This is an optimization exercise on Yosys and OpenROAD, whose aim is a short achievable clock period and few clock cycles, not a production implementation.
Only simulation tests tie the RTL to the original design; equivalence was not proved.
No activity file was given, so power comes from the tool's default toggle rates.

==> flow/design.v <==
module rafb_top (
    input  wire        clk,
    input  wire        rst,
    input  wire        cmd_valid,
    output wire        cmd_ready,
    input  wire [31:0] cmd_data,
    output wire        rsp_valid,
    input  wire        rsp_ready,
    output wire [7:0]  rsp_data,
    output wire        frm_valid,
    input  wire        frm_ready,
    output wire [7:0]  frm_data,
    output wire        frm_first,
    output wire [7:0]  frm_pages,
    output wire [7:0]  frm_width,
    output wire [7:0]  pos_x,
    output wire [7:0]  pos_y,
    output wire        dir,
    output wire [3:0]  step,
    output wire        mode,
    output wire        ind_manual,
    output wire        ind_auto,
    output wire        pos_changed,
    output reg         mem_en,
    output reg         mem_we,
    output reg  [9:0]  mem_addr,
    output reg  [7:0]  mem_wdata,
    input  wire [7:0]  mem_rdata
);
    localparam [7:0] OP_SETPX   = 8'h01, OP_GETPX  = 8'h02, OP_FILL    = 8'h03,
                     OP_DRAWSQ  = 8'h04, OP_ERASESQ = 8'h05, OP_DRAWX  = 8'h06,
                     OP_DRAWCH  = 8'h07, OP_DRAWSTR = 8'h08, OP_PRESENT = 8'h09,
                     OP_MVUP    = 8'h10, OP_MVDOWN = 8'h11, OP_MVLEFT  = 8'h12,
                     OP_MVRIGHT = 8'h13, OP_SETMODE = 8'h14, OP_TICK   = 8'h15,
                     OP_RENDER  = 8'h16, OP_CMD    = 8'h20, OP_RDREG   = 8'h30;
    localparam [2:0] S_IDLE = 3'd0,    
                     S_DEC  = 3'd1,    
                     S_DRAW = 3'd2,    
                     S_REND = 3'd3,    
                     S_FRM  = 3'd4,    
                     S_GET  = 3'd5,    
                     S_RSP  = 3'd6,    
                     S_STR  = 3'd7;    
    localparam [1:0] K_SQ = 2'd0, K_CH = 2'd1, K_CX = 2'd2, K_SP = 2'd3;
    function [24:0] glyph_rom;
        input [5:0] row;
        begin
            case (row)
            6'd0: glyph_rom = 25'h1f8c63f;
            6'd1: glyph_rom = 25'h0e9d72e;
            6'd2: glyph_rom = 25'h0087e40;
            6'd3: glyph_rom = 25'h12ad6b9;
            6'd4: glyph_rom = 25'h0aad6b1;
            6'd5: glyph_rom = 25'h04f9087;
            6'd6: glyph_rom = 25'h09ad6b7;
            6'd7: glyph_rom = 25'h08ad6ae;
            6'd8: glyph_rom = 25'h0119721;
            6'd9: glyph_rom = 25'h0aad6aa;
            6'd10: glyph_rom = 25'h0ead6a2;
            6'd11: glyph_rom = 25'h1e294be;
            6'd12: glyph_rom = 25'h0aad6bf;
            6'd13: glyph_rom = 25'h118c62e;
            6'd14: glyph_rom = 25'h0e8c63f;
            6'd15: glyph_rom = 25'h11ad6bf;
            6'd16: glyph_rom = 25'h01294bf;
            6'd17: glyph_rom = 25'h0dac62e;
            6'd18: glyph_rom = 25'h1f2109f;
            6'd19: glyph_rom = 25'h118fe31;
            6'd20: glyph_rom = 25'h017c608;
            6'd21: glyph_rom = 25'h008a89f;
            6'd22: glyph_rom = 25'h108421f;
            6'd23: glyph_rom = 25'h1f1105f;
            6'd24: glyph_rom = 25'h1f4105f;
            6'd25: glyph_rom = 25'h0e8c62e;
            6'd26: glyph_rom = 25'h02294bf;
            6'd27: glyph_rom = 25'h164d62e;
            6'd28: glyph_rom = 25'h12694bf;
            6'd29: glyph_rom = 25'h09ad6b2;
            6'd30: glyph_rom = 25'h010fc21;
            6'd31: glyph_rom = 25'h0f8420f;
            6'd32: glyph_rom = 25'h0744107;
            6'd33: glyph_rom = 25'h1f4111f;
            6'd34: glyph_rom = 25'h1151151;
            6'd35: glyph_rom = 25'h0117041;
            6'd36: glyph_rom = 25'h119d731;
            default: glyph_rom = 25'h0;
            endcase
        end
    endfunction
    function [24:0] glyph_of;
        input [7:0] ch;
        begin
            if (ch >= 8'h41 && ch <= 8'h5A)
                glyph_of = glyph_rom(ch[5:0] - 6'h01 + 6'd11);
            else if (ch >= 8'h30 && ch <= 8'h39)
                glyph_of = glyph_rom(ch[5:0] - 6'h30 + 6'd1);
            else
                glyph_of = 25'h0;
        end
    endfunction
    reg [2:0]  state;
    reg        rdy_r;
    reg [31:0] cmd_r;
    reg        rsp_v_r;
    reg [7:0]  rsp_r;
    reg [2:0]  get_bit;
    reg        rend_2nd;       
    reg [7:0]  px_r, py_r, prevx_r, prevy_r;
    reg        dir_r, mode_r, nmode_r, pc_r;
    reg [3:0]  step_r;
    wire [7:0] op = cmd_r[31:24];
    wire [7:0] fa = cmd_r[23:16];
    wire [7:0] fb = cmd_r[15:8];
    wire [7:0] fc = cmd_r[7:0];
    assign cmd_ready   = rdy_r;
    assign rsp_valid   = rsp_v_r;
    assign rsp_data    = rsp_r;
    assign frm_pages   = 8'd8;
    assign frm_width   = 8'd128;
    assign pos_x       = px_r;
    assign pos_y       = py_r;
    assign dir         = dir_r;
    assign step        = step_r;
    assign mode        = mode_r;
    assign ind_manual  = nmode_r;
    assign ind_auto    = mode_r;
    assign pos_changed = pc_r;
    reg        g_act;
    reg [1:0]  g_kind;
    reg [7:0]  g_x, g_y;
    reg [7:0]  g_i;            
    reg [2:0]  g_p;            
    reg        g_h;            
    reg        g_v;            
    reg [24:0] g_glyph;
    reg [2:0]  g_p0, g_p1;     
    reg [7:0]  g_mf, g_ml;     
    reg [7:0]  g_ilast;        
    reg        g_twoh;         
    reg        gv;
    reg [9:0]  ga;
    reg [7:0]  gm, gd;
    reg        lv;
    reg [9:0]  la;
    reg [7:0]  lm, ld;
    reg        lhit;
    reg [7:0]  lcd;
    reg [1:0]  lph;
    reg [7:0]  c_dat [0:127];
    reg [2:0]  c_tag [0:127];
    reg [127:0] c_val;
    reg [7:0]  rq;
    reg        fr_act, fr_all;
    reg [9:0]  fr_a;
    reg [2:0]  fr_out;         
    reg        p1_fr, p1_first, p1_last, p1_get;
    reg        p2_fr, p2_first, p2_last, p2_get;
    reg        p3_fr, p3_first, p3_last, p3_get;
    reg        ov, of, ol;
    reg [7:0]  od;
    reg [7:0]  f_d [0:3];
    reg        f_f [0:3];
    reg        f_l [0:3];
    reg [1:0]  f_wp, f_rp;
    reg [2:0]  f_n;
    assign frm_valid = ov;
    assign frm_data  = od;
    assign frm_first = of;
    reg [31:0] w_q [0:3];      
    reg [1:0]  w_wp, w_rp;
    reg [2:0]  w_n;
    reg [6:0]  w_left;         
    reg [7:0]  s_left;         
    reg [1:0]  s_bi;           
    reg [8:0]  s_cx, s_cy;
    reg        s_stop;
    reg        a_v;            
    reg [7:0]  a_ch;
    reg [7:0]  a_x, a_y;
    reg        n_v;            
    reg [24:0] n_glyph;
    reg [7:0]  n_x, n_y;
    wire [8:0] g_col = {1'b0, g_x} + {1'b0, g_i};
    reg  [4:0] g_gcol;
    always @(*) begin
        case (g_i[2:0])
            3'd0: g_gcol = g_glyph[4:0];
            3'd1: g_gcol = g_glyph[9:5];
            3'd2: g_gcol = g_glyph[14:10];
            3'd3: g_gcol = g_glyph[19:15];
            default: g_gcol = g_glyph[24:20];
        endcase
    end
    wire [7:0] g_cross = (8'd1 << g_i[2:0]) | (8'd1 << (3'd7 - g_i[2:0]));
    reg  [7:0] g_pd, g_pm;
    always @(*) begin
        case (g_kind)
            K_CH:    begin g_pd = {3'd0, g_gcol}; g_pm = 8'h1F; end
            K_CX:    begin g_pd = g_cross;        g_pm = g_cross; end
            default: begin g_pd = {7'd0, g_v};    g_pm = 8'h01; end
        endcase
    end
    wire [15:0] g_sd = {8'd0, g_pd} << g_y[2:0];
    wire [15:0] g_sm = {8'd0, g_pm} << g_y[2:0];
    wire [5:0]  g_pp = {1'b0, g_y[7:3]} + {5'd0, g_h};
    wire        g_sq = (g_kind == K_SQ);
    wire [7:0]  g_sqm = ((g_p == g_p0) ? g_mf : 8'hFF) & ((g_p == g_p1) ? g_ml : 8'hFF);
    wire [7:0]  g_opm = g_sq ? g_sqm : (g_h ? g_sm[15:8] : g_sm[7:0]);
    wire [7:0]  g_opd = g_sq ? {8{g_v}} : (g_h ? g_sd[15:8] : g_sd[7:0]);
    wire [2:0]  g_opp = g_sq ? g_p : g_pp[2:0];
    wire        g_ok  = g_sq || (!g_col[8] && !g_col[7] && g_pp < 6'd8 && g_opm != 8'd0);
    wire        g_last = g_sq ? ((g_p == g_p1) && (g_i == g_ilast))
                              : ((g_i == g_ilast) && (!g_twoh || g_h));
    wire [7:0] l_src   = (lph == 2'd3) ? rq : lcd;
    wire [7:0] l_merge = (l_src & ~lm) | (ld & lm);
    wire       l_full  = (lm == 8'hFF);
    reg        l_done, l_wr, l_rd, l_cwe;
    always @(*) begin
        l_done = 1'b0; l_wr = 1'b0; l_rd = 1'b0; l_cwe = 1'b0;
        if (lv) begin
            if (lph == 2'd3) begin
                l_done = 1'b1; l_wr = 1'b1; l_cwe = 1'b1;
            end else if (lph != 2'd0) begin
                l_done = 1'b0;
            end else if (lhit) begin
                l_done = 1'b1;
                l_wr   = (l_merge != lcd);
                l_cwe  = 1'b1;
            end else if (l_full) begin
                l_done = 1'b1; l_wr = 1'b1;
            end else begin
                l_rd = 1'b1;
            end
        end
    end
    wire stall = lv && !l_done;
    wire [6:0] g_idx   = ga[9:3];
    wire       byp     = l_cwe && (la[9:3] == g_idx);
    wire [7:0] cl_dat  = byp ? l_merge : c_dat[g_idx];
    wire [2:0] cl_tag  = byp ? la[2:0] : c_tag[g_idx];
    wire       cl_val  = byp ? 1'b1 : c_val[g_idx];
    wire       cl_hit  = cl_val && (cl_tag == ga[2:0]);
    wire g_free    = !g_act || (!stall && g_last);
    wire drained   = !g_act && !gv && !lv;
    reg [7:0] reg_val;
    always @(*) begin
        case (fc)
            8'd0:  reg_val = px_r;
            8'd1:  reg_val = py_r;
            8'd2:  reg_val = prevx_r;
            8'd3:  reg_val = prevy_r;
            8'd4:  reg_val = {7'd0, dir_r};
            8'd5:  reg_val = {4'd0, step_r};
            8'd6:  reg_val = {7'd0, mode_r};
            8'd7:  reg_val = {5'd0, pc_r, mode_r, ~mode_r};
            8'd8:  reg_val = 8'h80;
            8'd9:  reg_val = 8'h40;
            8'd10: reg_val = 8'h08;
            default: reg_val = 8'h00;
        endcase
    end
    wire       up_ok    = !(py_r < 8'd16);
    wire       down_ok  = !(py_r > 8'd48);
    wire       left_ok  = !(px_r < 8'd16);
    wire       right_ok = !(px_r > 8'd104);
    reg  [7:0] nx, ny;
    reg        ndir, nmode;
    reg  [3:0] nstep;
    always @(*) begin
        nx = px_r; ny = py_r; ndir = dir_r; nmode = mode_r; nstep = step_r;
        case (op)
            OP_MVUP:    if (up_ok)    ny = py_r - 8'd8;
            OP_MVDOWN:  if (down_ok)  ny = py_r + 8'd8;
            OP_MVLEFT:  if (left_ok)  nx = px_r - 8'd8;
            OP_MVRIGHT: if (right_ok) nx = px_r + 8'd8;
            OP_SETMODE: nmode = fc[0];
            OP_TICK: if (mode_r) begin
                if (step_r < 4'd14) begin
                    if (!dir_r) begin
                        if (right_ok) nx = px_r + 8'd8;
                    end else begin
                        if (left_ok)  nx = px_r - 8'd8;
                    end
                    nstep = step_r + 4'd1;
                end else begin
                    ndir  = ~dir_r;
                    nstep = 4'd0;
                    if (down_ok) ny = py_r + 8'd8;
                end
            end
            OP_CMD: begin
                case (fc)
                8'd0: begin nmode = 1'b0; if (up_ok)    ny = py_r - 8'd8; end
                8'd1: begin nmode = 1'b0; if (left_ok)  nx = px_r - 8'd8; end
                8'd2: begin nmode = 1'b0; if (right_ok) nx = px_r + 8'd8; end
                8'd3: begin nmode = 1'b0; if (down_ok)  ny = py_r + 8'd8; end
                8'd4: nmode = 1'b1;
                default: ;
                endcase
            end
            default: ;
        endcase
    end
    task load_sq;
        input [7:0] x0;
        input [7:0] y0;
        input [7:0] side;
        input       v;
        reg   [8:0] e;
        reg   [8:0] xr;
        begin
            e  = {1'b0, y0} + {1'b0, side} - 9'd1;
            xr = 9'd127 - {1'b0, x0};
            g_kind  <= K_SQ;
            g_x     <= x0;
            g_y     <= y0;
            g_v     <= v;
            g_i     <= 8'd0;
            g_p     <= y0[5:3];
            g_h     <= 1'b0;
            g_p0    <= y0[5:3];
            g_p1    <= (e >= 9'd64) ? 3'd7 : e[5:3];
            g_mf    <= 8'hFF << y0[2:0];
            g_ml    <= (e >= 9'd64) ? 8'hFF : (8'hFF >> (3'd7 - e[2:0]));
            g_ilast <= ({1'b0, side} - 9'd1 < xr) ? side - 8'd1 : xr[7:0];
            g_act   <= (side != 8'd0) && (x0 < 8'd128) && (y0 < 8'd64);
        end
    endtask
    task load_pat;
        input [1:0]  k;
        input [7:0]  x0;
        input [7:0]  y0;
        input [24:0] gl;
        input        v;
        begin
            g_kind  <= k;
            g_x     <= x0;
            g_y     <= y0;
            g_v     <= v;
            g_glyph <= gl;
            g_i     <= 8'd0;
            g_h     <= 1'b0;
            g_ilast <= (k == K_CH) ? 8'd4 : (k == K_CX) ? 8'd7 : 8'd0;
            g_twoh  <= (k == K_CH) ? (y0[2:0] > 3'd3) : (k == K_CX) ? (y0[2:0] != 3'd0) : 1'b0;
            g_act   <= (x0 < 8'd128) && (y0 < 8'd64);
        end
    endtask
    wire fr_issue = fr_act && !fr_all && (fr_out < 3'd5);
    wire fr_pop   = ov && frm_ready;
    wire get_issue = (state == S_DEC) && (op == OP_GETPX) && (fa < 8'd128) && (fb < 8'd64);
    wire [31:0] w_head  = w_q[w_rp];
    wire [7:0]  s_ch    = w_head[s_bi*8 +: 8];
    wire        s_wrap  = (s_cx + 9'd5 > 9'd128);
    wire [8:0]  s_x     = s_wrap ? 9'd0 : s_cx;
    wire [8:0]  s_y     = s_wrap ? s_cy + 9'd5 : s_cy;
    wire        s_full  = (s_y + 9'd5 > 9'd64);
    wire        n_take  = n_v && g_free && (state == S_STR);
    wire        a_take  = a_v && (!n_v || n_take);
    wire        s_go    = (w_n != 3'd0) && (s_left != 8'd0) && (!a_v || a_take);
    wire        s_pop   = s_go && (s_bi == 2'd3 || s_left == 8'd1);
    wire        w_take  = rdy_r && cmd_valid && (state == S_STR);
    integer k;
    always @(posedge clk) begin
        rq <= mem_rdata;
        if (rst) begin
            state    <= S_IDLE;
            rdy_r    <= 1'b1;
            rsp_v_r  <= 1'b0;
            rend_2nd <= 1'b0;
            px_r     <= 8'd8;
            py_r     <= 8'd8;
            prevx_r  <= 8'd8;
            prevy_r  <= 8'd8;
            dir_r    <= 1'b0;
            step_r   <= 4'd0;
            mode_r   <= 1'b0;
            nmode_r  <= 1'b1;
            pc_r     <= 1'b0;
            g_act    <= 1'b0;
            gv       <= 1'b0;
            lv       <= 1'b0;
            lph      <= 2'd0;
            c_val    <= 128'd0;
            mem_en   <= 1'b0;
            mem_we   <= 1'b0;
            fr_act   <= 1'b0;
            fr_all   <= 1'b0;
            fr_out   <= 3'd0;
            p1_fr    <= 1'b0;
            p1_get   <= 1'b0;
            p2_fr    <= 1'b0;
            p2_get   <= 1'b0;
            p3_fr    <= 1'b0;
            p3_get   <= 1'b0;
            ov       <= 1'b0;
            f_wp     <= 2'd0;
            f_rp     <= 2'd0;
            f_n      <= 3'd0;
            w_wp     <= 2'd0;
            w_rp     <= 2'd0;
            w_n      <= 3'd0;
            w_left   <= 7'd0;
            s_left   <= 8'd0;
            a_v      <= 1'b0;
            n_v      <= 1'b0;
        end else begin
            if (!stall) begin
                if (g_act) begin
                    gv <= g_ok;
                    ga <= {g_col[6:0], g_opp};
                    gm <= g_opm;
                    gd <= g_opd;
                    if (g_last) begin
                        g_act <= 1'b0;
                    end else if (g_sq) begin
                        if (g_p == g_p1) begin
                            g_p <= g_p0;
                            g_i <= g_i + 8'd1;
                        end else begin
                            g_p <= g_p + 3'd1;
                        end
                    end else begin
                        if (g_twoh && !g_h) begin
                            g_h <= 1'b1;
                        end else begin
                            g_h <= 1'b0;
                            g_i <= g_i + 8'd1;
                        end
                    end
                end else begin
                    gv <= 1'b0;
                end
                lv   <= gv;
                la   <= ga;
                lm   <= gm;
                ld   <= gd;
                lhit <= cl_hit;
                lcd  <= cl_dat;
                lph  <= 2'd0;
            end else begin
                if (lph != 2'd0 || l_rd) lph <= lph + 2'd1;
            end
            if (g_free && rend_2nd) begin
                rend_2nd <= 1'b0;
                load_sq(px_r, py_r, 8'd8, 1'b1);
            end
            if (n_take)
                load_pat(K_CH, n_x, n_y, n_glyph, 1'b1);
            if (l_cwe) begin
                c_dat[la[9:3]] <= l_merge;
                c_tag[la[9:3]] <= la[2:0];
                c_val[la[9:3]] <= 1'b1;
            end
            p1_fr    <= 1'b0;
            p1_get   <= 1'b0;
            p1_first <= (fr_a == 10'd0);
            p1_last  <= (fr_a == 10'd1023);
            if (l_wr) begin
                mem_en    <= 1'b1;
                mem_we    <= 1'b1;
                mem_addr  <= la;
                mem_wdata <= l_merge;
            end else if (l_rd) begin
                mem_en    <= 1'b1;
                mem_we    <= 1'b0;
                mem_addr  <= la;
            end else if (fr_issue) begin
                mem_en    <= 1'b1;
                mem_we    <= 1'b0;
                mem_addr  <= fr_a;
                p1_fr     <= 1'b1;
            end else if (get_issue) begin
                mem_en    <= 1'b1;
                mem_we    <= 1'b0;
                mem_addr  <= {fa[6:0], fb[5:3]};
                p1_get    <= 1'b1;
            end else begin
                mem_en    <= 1'b0;
                mem_we    <= 1'b0;
            end
            p2_fr    <= p1_fr;
            p2_first <= p1_first;
            p2_last  <= p1_last;
            p2_get   <= p1_get;
            p3_fr    <= p2_fr;
            p3_first <= p2_first;
            p3_last  <= p2_last;
            p3_get   <= p2_get;
            if (fr_issue) begin
                fr_a <= fr_a + 10'd1;
                if (fr_a == 10'd1023) fr_all <= 1'b1;
            end
            fr_out <= fr_out + {2'd0, fr_issue} - {2'd0, fr_pop};
            if (!ov || fr_pop) begin
                if (f_n != 3'd0) begin
                    ov <= 1'b1;
                    od <= f_d[f_rp];
                    of <= f_f[f_rp];
                    ol <= f_l[f_rp];
                end else if (p3_fr) begin
                    ov <= 1'b1;
                    od <= rq;
                    of <= p3_first;
                    ol <= p3_last;
                end else begin
                    ov <= 1'b0;
                end
            end
            if (p3_fr && !((!ov || fr_pop) && f_n == 3'd0)) begin
                f_d[f_wp] <= rq;
                f_f[f_wp] <= p3_first;
                f_l[f_wp] <= p3_last;
                f_wp <= f_wp + 2'd1;
            end
            if ((!ov || fr_pop) && f_n != 3'd0)
                f_rp <= f_rp + 2'd1;
            f_n <= f_n + {2'd0, p3_fr && !((!ov || fr_pop) && f_n == 3'd0)}
                       - {2'd0, (!ov || fr_pop) && f_n != 3'd0};
            if (w_take) begin
                w_q[w_wp] <= cmd_data;
                w_wp <= w_wp + 2'd1;
            end
            if (s_pop) w_rp <= w_rp + 2'd1;
            w_n <= w_n + {2'd0, w_take} - {2'd0, s_pop};
            if (s_go) begin
                s_left <= s_left - 8'd1;
                s_bi   <= s_bi + 2'd1;
                if (s_pop) s_bi <= 2'd0;
                if (s_stop || s_full) begin
                    s_stop <= 1'b1;
                    a_v    <= 1'b0;
                end else begin
                    a_v  <= 1'b1;
                    a_ch <= s_ch;
                    a_x  <= s_x[7:0];
                    a_y  <= s_y[7:0];
                    s_cx <= s_x + 9'd5;
                    s_cy <= s_y;
                end
            end else if (a_take) begin
                a_v <= 1'b0;
            end
            if (a_take) begin
                n_v     <= 1'b1;
                n_glyph <= glyph_of(a_ch);
                n_x     <= a_x;
                n_y     <= a_y;
            end else if (n_take) begin
                n_v <= 1'b0;
            end
            case (state)
            S_IDLE: if (cmd_valid) begin
                cmd_r <= cmd_data;
                rdy_r <= 1'b0;
                state <= S_DEC;
            end
            S_DEC: begin
                px_r    <= nx;
                py_r    <= ny;
                dir_r   <= ndir;
                step_r  <= nstep;
                mode_r  <= nmode;
                nmode_r <= ~nmode;
                pc_r    <= (nx != prevx_r) || (ny != prevy_r);
                state   <= S_IDLE;
                rdy_r   <= 1'b1;
                case (op)
                OP_SETPX: begin
                    load_pat(K_SP, fa, fb, 25'd0, fc[0]);
                    state <= S_DRAW; rdy_r <= 1'b0;
                end
                OP_GETPX: begin
                    get_bit <= fb[2:0];
                    rdy_r   <= 1'b0;
                    if (fa < 8'd128 && fb < 8'd64) begin
                        state <= S_GET;
                    end else begin
                        rsp_r   <= 8'd0;
                        rsp_v_r <= 1'b1;
                        state   <= S_RSP;
                    end
                end
                OP_FILL: begin
                    load_sq(8'd0, 8'd0, 8'd128, fc[0]);
                    state <= S_DRAW; rdy_r <= 1'b0;
                end
                OP_DRAWSQ: begin
                    load_sq(fa, fb, fc, 1'b1);
                    state <= S_DRAW; rdy_r <= 1'b0;
                end
                OP_ERASESQ: begin
                    load_sq(fa, fb, fc, 1'b0);
                    state <= S_DRAW; rdy_r <= 1'b0;
                end
                OP_DRAWX: begin
                    load_pat(K_CX, fa, fb, 25'd0, 1'b1);
                    state <= S_DRAW; rdy_r <= 1'b0;
                end
                OP_DRAWCH: begin
                    load_pat(K_CH, fa, fb, glyph_of(fc), 1'b1);
                    state <= S_DRAW; rdy_r <= 1'b0;
                end
                OP_DRAWSTR: if (fc != 8'd0) begin
                    w_left <= fc[7:2] + {5'd0, fc[1:0] != 2'd0};
                    s_left <= fc;
                    s_bi   <= 2'd0;
                    s_cx   <= {1'b0, fa};
                    s_cy   <= {1'b0, fb};
                    s_stop <= 1'b0;
                    state  <= S_STR;
                end
                OP_PRESENT: begin
                    fr_act <= 1'b1;
                    fr_all <= 1'b0;
                    fr_a   <= 10'd0;
                    state  <= S_FRM; rdy_r <= 1'b0;
                end
                OP_RENDER: if (pc_r) begin
                    load_sq(prevx_r, prevy_r, 8'd8, 1'b0);
                    rend_2nd <= 1'b1;
                    prevx_r  <= px_r;
                    prevy_r  <= py_r;
                    pc_r     <= 1'b0;
                    state    <= S_REND; rdy_r <= 1'b0;
                end
                OP_RDREG: begin
                    rsp_r   <= reg_val;
                    rsp_v_r <= 1'b1;
                    state   <= S_RSP; rdy_r <= 1'b0;
                end
                default: ;
                endcase
            end
            S_DRAW: if (drained) begin
                rdy_r <= 1'b1;
                state <= S_IDLE;
            end
            S_REND: if (drained && !rend_2nd) begin
                fr_act <= 1'b1;
                fr_all <= 1'b0;
                fr_a   <= 10'd0;
                state  <= S_FRM;
            end
            S_FRM: if (fr_pop && ol) begin
                fr_act <= 1'b0;
                rdy_r  <= 1'b1;
                state  <= S_IDLE;
            end
            S_GET: if (p3_get) begin
                rsp_r   <= {7'd0, rq[get_bit]};
                rsp_v_r <= 1'b1;
                state   <= S_RSP;
            end
            S_RSP: if (rsp_ready) begin
                rsp_v_r <= 1'b0;
                rdy_r   <= 1'b1;
                state   <= S_IDLE;
            end
            S_STR: begin
                if (w_take) w_left <= w_left - 7'd1;
                rdy_r <= (w_left - {6'd0, w_take} != 7'd0) &&
                         (w_n + {2'd0, w_take} - {2'd0, s_pop} < 3'd4);
                if (s_left == 8'd0 && !a_v && !n_v && drained) begin
                    rdy_r <= 1'b1;
                    state <= S_IDLE;
                end
            end
            default: state <= S_IDLE;
            endcase
        end
    end
endmodule
==> flow/run.sh <==
#!/bin/bash
# synth_recipe.tcl (not shown) runs the flow's synth.tcl, then flattens the netlist and writes it again
# the make line also repeats each setting of config.mk as NAME=value (left out here)
make -C /OpenROAD-flow-scripts/flow DESIGN_CONFIG=/design/flow/config.mk WORK_HOME=/design/flow/orfs CLKGATE_MAP_FILE= SYNTH_SCRIPT=/design/flow/synth_recipe.tcl finish
==> flow/config.mk <==
export PLATFORM = sky130hd
export DESIGN_NAME = rafb_top
export DESIGN_NICKNAME = rafb_top
export VERILOG_FILES = /design/flow/design.v
export SDC_FILE = /design/flow/constraint.sdc
export NUM_CORES = 4
export LEC_CHECK = 0
export CAP_MARGIN = 20
export CORE_MARGIN = 2
export CORE_UTILIZATION = 40
export SLEW_MARGIN = 20
==> flow/constraint.sdc <==
create_clock -name core_clock -period 9.0 [get_ports {clk}]
set_input_delay 1.8000 -clock core_clock [delete_from_list [all_inputs] [get_ports {clk}]]
set_output_delay 1.8000 -clock core_clock [all_outputs]
set_load 0.01 [all_outputs]
==> run_results.csv <==
group,metric,value,unit
die,num_rows,177,
placement,dpl.hpwl,169500,µm
logic_synthesis,synth.top_cell.area_share,60.87,%
sta,finalSetupViolCount,0,
run_status,outcome,"timing/DRC/antenna clean",
global_routing,met3_usage,3.532,%
die,die_y,487.7,µm
sta,final_max_slew_viol_count,0,
clock_tree,root_buffer,"clkbuf_16",
clock_tree,insertion_delay,0.90,ns
critical_path,cp_max_fo,20,
die,die_w,487.7,µm
sta,fin_crit,4.792,ns
finish,syn_to_final_growth,12.64,%
drt,wl_per_cell,27.90,µm
logic_synthesis,synthTopCellsByArea,"edfxtp_1 (61%), mux4_2 (13%), dfxtp_1 (4.9%)",
critical_path,crit_slowest_cell,"edfxtp_1",
global_routing,grt_pass1_wl,386500,µm
power_and_ir_drop,p_leak,33.76,nW
die,core_area,232500,µm²
power_and_ir_drop,ir_drop,204.7,µV
die,die-area,237800,µm²
global_routing,grt_pass1_vias,55029,
drt,drt-total-wl,265100,µm
logic_synthesis,yosysMostFrequentCell,"edfxtp_1",
finish,drive_above_1_share,17.04,%
finish,nets,6427,
sta,finalHoldViolCount,0,
logic_synthesis,synth.distinct_cells,92,
global_routing,grt_overflow_total,0,
critical_path,crit_chain,"inv_1, ha_1, buf_4, nand3_1, clkinv_1, ha_1, o21a_1, nand2_1, o21ai_0, buf_4, a21oi_1, a221o_1",
clock_tree,h-tree-depth,4,
logic_synthesis,ys_ff_latch,2128,
sta,tightestPinTransition,1.272,ns
global_routing,met2_usage,34.47,%
logic_synthesis,synth_edf_count,1897,
logic_synthesis,syn_avg_cell_area,15.05,µm²
drt,drt_first_pass_iters,6,
placement,finalWeightedCongestion,0.9343,
clock_tree,cts_setup_buffers,0,
logic_synthesis,synth-seq-area-share,65.82,%
die,io_pins,126,
critical_path,cp-end-kind,"flip-flop",
critical_path,cp.required,9.61,ns
critical_path,cp-start-kind,"flip-flop",
clock_tree,cts.repair.resized,0,
global_routing,grt_max_degree,133,
clock_tree,cts_tree,"built",
logic_synthesis,synth_top_cell_by_area,"edfxtp_1",
clock_tree,clkSlewWorstSetupHoldPaths,0.06,ns
clock_tree,cts_inserted_buffers,214,
drt,vias,57060,
logic_synthesis,ys_warn_count,1,
logic_synthesis,ys.flop_type,"edfxtp_1",
placement,port_buffers,103,
min_path,hp-class,"flip-flop to flip-flop",
drt,ant_nets,0,
sta,relSlewSlack,14.45,%
clock_tree,clk_path_buf_depth,3,
clock_tree,clkSinkCount,2128,
logic_synthesis,async_flop_share,0,%
global_routing,grt_use_met1,31.73,%
sta,tns,0,ns
logic_synthesis,synthCells,6217,
critical_path,crit_arrival,5.40,ns
sta,fmax,208.7,MHz
sta,skew,0.09561,ns
drt,viasPerCell,6.006,
critical_path,cp_slowest_stage_delay,0.88,ns
die,start_util,40.24,%
drt,drt_iter0_drc,7115,
logic_synthesis,syn-cell-area,93580,µm²
sta,finalCritPeriodShare,53.24,%
sta,rsz0062_at_grt,"no",
power_and_ir_drop,p_per_area,200.3,nW/µm²
global_routing,grtUsageTotal,21.93,%
drt,drc_errors,0,
run,max_cap_viol_count,0,
clock_tree,ctsHoldBuffers,0,
logic_synthesis,synth_commonest_cells,"edfxtp_1 (1897), nor2_1 (564), mux4_2 (525), nand2_1 (420), a21oi_1 (396)",
global_routing,antenna_found_initial,5,
global_routing,busiest_layer,"met2",
sta,timing.hold.ws,0.4087,ns
critical_path,path_class,"flip-flop to flip-flop",
## through the flow
stage | instances | instance area (µm²) | util [%] | setup WS (ns) | power (W)
6_report | 9500 | 105400 | 45.33 | 4.209 | 0.02111
2_1_floorplan | 6237 | 93650 | - | 0.5952 | 0.01169
4_1_cts | 9495 | 105300 | 45.30 | 4.341 | 0.02125
3_3_place_gp | 9090 | 97890 | 42.10 | 4.204 | 0.01204
3_5_place_dp | 9091 | 97910 | 42.11 | 4.085 | 0.01204
5_1_grt | 9499 | 105400 | 45.33 | 3.917 | 0.02173
## state kept, by name, indices dropped and copies added (netlist names), 9 cells and up, named ones only
signal and count:
c_dat 1024, c_tag 384, c_val 128, cmd_r 32, f_d 32, fr_a 10
g_glyph 25, ga 10, la 10, mem_addr 10, n_glyph 25, s_cx 9
s_cy 9, w_q 128
## cell usage in the layout (no fill, tap or decap), types with 19 or more instances in the layout
master           netlist  final
a211oi_1              38     38
a21o_1                25     25
a21oi_1              396    395
a221oi_1              23     23
a22oi_1               39     39
a31oi_1               65     65
and2_1                32     32
and3_1                33     31
buf_4                 27    130
bufinv_16              0     26
clkbuf_1             297     27
clkbuf_16              0    218
clkdlybuf4s50_1        0    102
clkinv_1               4     38
clkinv_2               0     43
clkinvlp_4             0     21
conb_1                 2     22
dfxtp_1              231    226
edfxtp_1            1897   1897
ha_1                 109    109
inv_1                121    118
mux2_2                31     31
mux2i_1               91     91
mux4_2               525    525
nand2_1              420    414
nand2b_1              19     19
nand3_1              109    109
nand4_1               28     28
nor2_1               564    550
nor2b_1               49     48
nor3_1                93     89
nor4_1                22     22
o211ai_1              52     52
o21ai_0              255    249
o22ai_1               69     69
o31ai_1               22     22
xnor2_1               83     79
xor2_1                57     56
## logic make-up (layout without fill, tap and decap cells)
logic type,count (synthesis),after routing,share of synthesized area [%]
AO/OA/AOI/OAI,1182,1182,7.849
XOR/XNOR,140,140,1.310
adder cells (fa/ha/maj),116,116,1.607
buffers and inverters,550,767,2.464
flip-flops,2128,2128,65.82
multiplexers,647,647,13.98
other,2,25,0.008025
AND/OR/NAND/NOR,1452,1452,6.963
## critical path: cells and delay by family (launching register included)
family | cells | cell delay, ns
AO/OA/AOI/OAI | 4 | 1.20
AND/OR/NAND/NOR | 2 | 0.27
buffers and inverters | 4 | 1.36
flip-flops | 1 | 0.88
adder cells (fa/ha/maj) | 2 | 0.83
## layout make-up
| type | count | area (µm²) |
|---|---|---|
| fillers | 20086 | 127100 |
| flip-flops and latches | 2128 | 61600 |
| multi-input cells | 3559 | 29990 |
| clock buffers | 254 | 5672 |
| well taps | 3043 | 3807 |
| repair buffers | 237 | 2096 |
| clock inverters | 150 | 1754 |
| inverters | 126 | 485.5 |
| diodes | 3 | 7.507 |
## final timing paths
kind | from | endpoint | slack (ns) | cells past startpoint
max | cmd_r[1] | g_ilast[5] | 4.21 | 12
min | a_x[7] | n_x[7] | 0.41 | 0
max reg2reg | cmd_r[1] | g_ilast[5] | 4.21 | 12
min reg2reg | a_x[7] | n_x[7] | 0.41 | 0
## report_power, final
part           internal, W  total (W)  switching, W
Sequential          0.0108     0.0109      0.000120
Combinational     0.000331   0.000911      0.000580
Clock              0.00530    0.00927       0.00397
Total               0.0164     0.0211       0.00467
## metal layers
layer	up-vias	share of wire (%)
li1	24498	-
met1	29398	42
met2	2790	47
met3	374	8.3
met4	0	2.5
met5	-	0
Testbench counts, summed over its fixed seeds: cycles 269,083.

[re-timing with driven ports]
No port has a modelled driver above. Below, the same layout with a new extraction and two added sets of constraints.
Step 1: set_driving_cell puts a clkbuf_16 on clk and a buf_2 on each other input, an assumption about the parent block.
Step 2 also shifts input and output timing later by t, the mid clock arrival at the registers, as if the neighbouring blocks saw the same clock.
Slacks: ideal ports / drivers / drivers and shift; pairs: ideal ports / drivers.
t (ns): 0.942
slack for setup (ns): 4.208 / 4.208 / 4.076
worst hold slack (ns): 0.409 / 0.409 / 0.409
After both steps setup and hold are still met in this run. For this run, drivers alone change the setup slack by 0.000 ns; drivers and shift together by -0.132 ns.
